Source: an optimization exercise on an open RTL-to-GDS flow (aim: small area, a short achievable clock period and few clock cycles per item). Production flows keep margins and buffers that such runs may drop. Function was checked by simulation only, so behaviour that the tests miss may differ from the original. Power and IR drop assume default switching activity.

## gs_writer
module gs_writer (
    input             clk,
    input             rst,
    input             cmd_valid,
    output            cmd_ready,
    input      [3:0]  cmd_op,
    input      [7:0]  cmd_nbits,
    input      [63:0] cmd_value,
    output            out_valid,
    input             out_ready,
    output     [31:0] out_data,
    output     [2:0]  out_bytes,
    output reg        rsp_valid,
    output reg [2:0]  rsp_code,
    output     [15:0] rsp_bits,
    output     [31:0] rsp_crc
);
Size in the first run: roughly 1600 cells after synthesis, about 230 flip-flops, about 15000 µm² of cells after synthesis.
clock: 6.0 ns
lec_check: 0
cap_margin: 20
core_margin: 2
core_utilization: 40
place_density: 0.6
setup_slack_margin: 3
slew_margin: 20
standard.sh (not shown) runs the stock make flow with config.mk's settings and CLKGATE_MAP_FILE= SYNTH_SCRIPT=/design/flow/synth_recipe.tcl, a recipe that flattens the netlist after the stock synthesis.
==> flow/flow/run.sh <==
#!/bin/bash
# The standard layout (standard.sh: ORFS synthesis to final layout), with one change:
# the buffer placed on every input and output port is the smallest buffer cell,
# sky130_fd_sc_hd__buf_1, instead of the default pick. Timing repair may still resize it.
set -euo pipefail
export BUFFER_PORTS_ARGS="-buffer_cell sky130_fd_sc_hd__buf_1"
bash standard.sh > standard.log 2>&1
Testbench counts at the start, summed over its fixed seeds: cycles 11,572, commands 9,484.
Rerun with:
--- a/flow/design.v
+++ b/flow/design.v
@@ -27,45 +27,46 @@
     reg         c_noarg;   
     reg         c_badw;    
     reg         c_long;    
     reg  [6:0]  c_n;       
     reg  [63:0] c_val;     
     reg         c_m4;      
-    reg         c_m8;      
     reg         c_m16;     
     reg  [7:0]  c_end;     
     reg         wopen;     
     reg         flush;     
     reg         half;      
     reg  [31:0] wa;        
     reg  [31:0] wb;        
     reg  [6:0]  cnt;       
     reg         f32;       
     reg         le32;      
     reg         le48;      
-    reg         le56;      
     reg         le60;      
     reg         nz;        
     reg         f16;       
     reg  [2:0]  tb;        
     reg         par;       
     reg  [15:0] total;     
     reg  [31:0] crc;       
     reg         h1;        
     reg         h2;        
+    reg  [15:0] cd;        
+    reg         cd_v;      
+    reg         cd_two;    
     wire full_word = f32;
     wire any       = nz;
     assign out_valid = h1 && (full_word || (flush && any));
     assign out_data  = wa;
     assign out_bytes = full_word ? 3'd4 : tb;
     assign rsp_bits  = total;
     assign rsp_crc   = ~crc;
     wire take = out_valid && out_ready;
     wire [5:0]  put_len = (c_long && !half) ? {1'b0, c_n[4:0] == 5'd0, c_n[4:0]}
                         : (half ? 6'd32 : c_n[5:0]);
-    wire fits  = le32 || (le48 && c_m16) || (le56 && c_m8) || (le60 && c_m4);
+    wire fits  = le32 || (le48 && c_m16) || (le60 && c_m4);
     wire room  = fits || take;
     wire go    = c_valid && !flush && room && !(c_open && full_word);
     wire first = go && c_long && !half;
     wire done  = go && !(c_long && !half);
     wire can   = c_valid && !flush && !(c_open && full_word) && !(c_long && !half);
     assign cmd_ready = !c_valid || (can && fits);
@@ -119,16 +120,16 @@
         end
     endfunction
     wire        do_h1    = !h1 && (f16 || (flush && any));
     wire        do_h2    = out_valid && !h2 && (full_word || tb[2] || tb[1:0] == 2'd3);
     wire [15:0] crc_in   = h1 ? wa[15:0] : wa[31:16];
     wire        crc_two  = h1 ? (full_word || tb[2]) : (f16 || tb[2] || tb[1]);
-    wire [31:0] crc_x    = crc ^ {16'd0, crc_in[7:0], crc_in[15:8]};
+    wire [31:0] crc_x    = crc ^ {16'd0, cd[7:0], cd[15:8]};
     wire [31:0] crc_1    = crc8(crc_x);
     wire [31:0] crc_2    = crc8(crc_1);
-    wire [31:0] crc_word = crc_two ? crc_2 : crc_1;
+    wire [31:0] crc_word = cd_two ? crc_2 : crc_1;
     reg [63:0] vmask;
     integer j;
     always @(*)
         for (j = 0; j < 64; j = j + 1)
             vmask[j] = (cmd_nbits[7:6] != 2'd0) || (j < cmd_nbits[5:0]);
     always @(posedge clk) begin
@@ -143,61 +144,63 @@
             c_emit  <= (cmd_op == 4'h4);
             c_noarg <= (cmd_nbits == 8'd0) && (cmd_value == 64'd0);
             c_badw  <= (cmd_nbits == 8'd0) || (cmd_nbits > 8'd64);
             c_long  <= cmd_nbits[7] | cmd_nbits[6] | (cmd_nbits[5] & |cmd_nbits[4:0]);
             c_n     <= cmd_nbits[6:0];
             c_m4    <= (cmd_nbits[4:0] <= 5'd4) && cmd_nbits[4:0] != 5'd0;
-            c_m8    <= (cmd_nbits[4:0] <= 5'd8) && cmd_nbits[4:0] != 5'd0;
             c_m16   <= (cmd_nbits[4:0] <= 5'd16) && cmd_nbits[4:0] != 5'd0;
             c_val   <= cmd_value & vmask;
             c_end   <= (c_valid && c_open && c_noarg) ? {1'b0, cmd_nbits[6:0]}
                      : (c_valid && c_write) ? {1'b0, c_end[6:0]} + {1'b0, cmd_nbits[6:0]}
                      : {1'b0, total[6:0]} + {1'b0, cmd_nbits[6:0]};
         end
         if (first) begin
             c_m4  <= 1'b0;
-            c_m8  <= 1'b0;
             c_m16 <= 1'b0;
         end
+    end
+    always @(posedge clk) begin
+        cd     <= crc_in;
+        cd_two <= crc_two;
     end
     always @(posedge clk) begin
         if (rst) begin
             wopen     <= 1'b0;
             flush     <= 1'b0;
             half      <= 1'b0;
             wa        <= 32'd0;
             wb        <= 32'd0;
             cnt       <= 7'd0;
             f32       <= 1'b0;
             le32      <= 1'b1;
             le48      <= 1'b1;
-            le56      <= 1'b1;
             le60      <= 1'b1;
             nz        <= 1'b0;
             f16       <= 1'b0;
             tb        <= 3'd0;
             par       <= 1'b0;
             total     <= 16'd0;
             crc       <= 32'hFFFFFFFF;
             h1        <= 1'b0;
             h2        <= 1'b0;
+            cd_v      <= 1'b0;
             rsp_valid <= 1'b0;
             rsp_code  <= 3'd0;
         end else begin
             rsp_valid <= 1'b0;
             {wa, wb}  <= (take ? {wb, 32'd0} : {wa, wb}) | (put ? ins : 64'd0);
             cnt       <= cnt_nx;
             f32       <= cnt_nx >= 7'd32;
             le32      <= cnt_nx <= 7'd32;
             le48      <= cnt_nx <= 7'd48;
-            le56      <= cnt_nx <= 7'd56;
             le60      <= cnt_nx <= 7'd60;
             nz        <= cnt_nx != 7'd0;
             f16       <= cnt_nx >= 7'd16;
             tb        <= {1'b0, cnt_nx[4:3]} + {2'b0, |cnt_nx[2:0]};
-            if (do_h1 || do_h2)
+            cd_v   <= do_h1 || do_h2;
+            if (cd_v)
                 crc <= crc_word;
             if (do_h1)
                 h1 <= 1'b1;
             if (do_h2)
                 h2 <= 1'b1;
             if (take) begin
@@ -226,20 +229,20 @@
                     wa    <= 32'd0;
                     wb    <= 32'd0;
                     cnt   <= 7'd0;
                     f32   <= 1'b0;
                     le32  <= 1'b1;
                     le48  <= 1'b1;
-                    le56  <= 1'b1;
                     le60  <= 1'b1;
                     nz    <= 1'b0;
                     f16   <= 1'b0;
                     tb    <= 3'd0;
                     par   <= 1'b0;
                     total <= 16'd0;
                     crc   <= 32'hFFFFFFFF;
+                    cd_v  <= 1'b0;
                     h1    <= 1'b0;
                     h2    <= 1'b0;
                 end else if (c_write) begin
                     total <= total + {9'd0, c_n};
                 end else begin
                     rsp_valid <= 1'b0;
The new run completed with no timing, DRC or antenna violations; design area went up by 2.2%; register-to-register slack is better by 100 ps; wire length went up by 2.4%; worst setup slack is better by 74 ps; fmax went up by about 2.5%; hold slack is better by 17 ps; area after synthesis went up by about 5%; synthesized cell count went up by about 2.8%; power went up by about 14%; non-clock buffer count went down by 33; cell count went up by 3.2%; die area went up by 5.0%; count of clock-buffer cells in the layout went up by 1; critical path depth went down by 9.
Testbench counts after the change, summed over its fixed seeds: cycles 11,575, commands 9,484.

[separate check: timing with driven ports]
Ports are ideal in the flow. The routed layouts listed here were re-timed in OpenROAD.
Step 1, drivers: a clkbuf_16 drives clk and a buf_2 each remaining input, both assumed.
Step 2 moves the port delays by t, midway between the first and last clock arrival at a register: inputs arrive t later, outputs are due t later. That takes back most of the time a late clock gives input paths.
Slacks: ideal / step 1 / step 2; pairs: ideal / step 1.
| run | shift t [ns] | slack for setup (ns) | worst data-port slew with drivers (ns) |
|---|---|---|---|
| the first run | 0.609 | 2.960 / 2.960 / 2.635 | 0.06 |
| the second run | 0.621 | 3.034 / 2.975 / 2.519 | 0.06 |
After both steps every run listed still meets setup and hold. For the second run, which loses most, drivers alone change the setup slack by -0.059 ns; drivers and shift together by -0.515 ns.
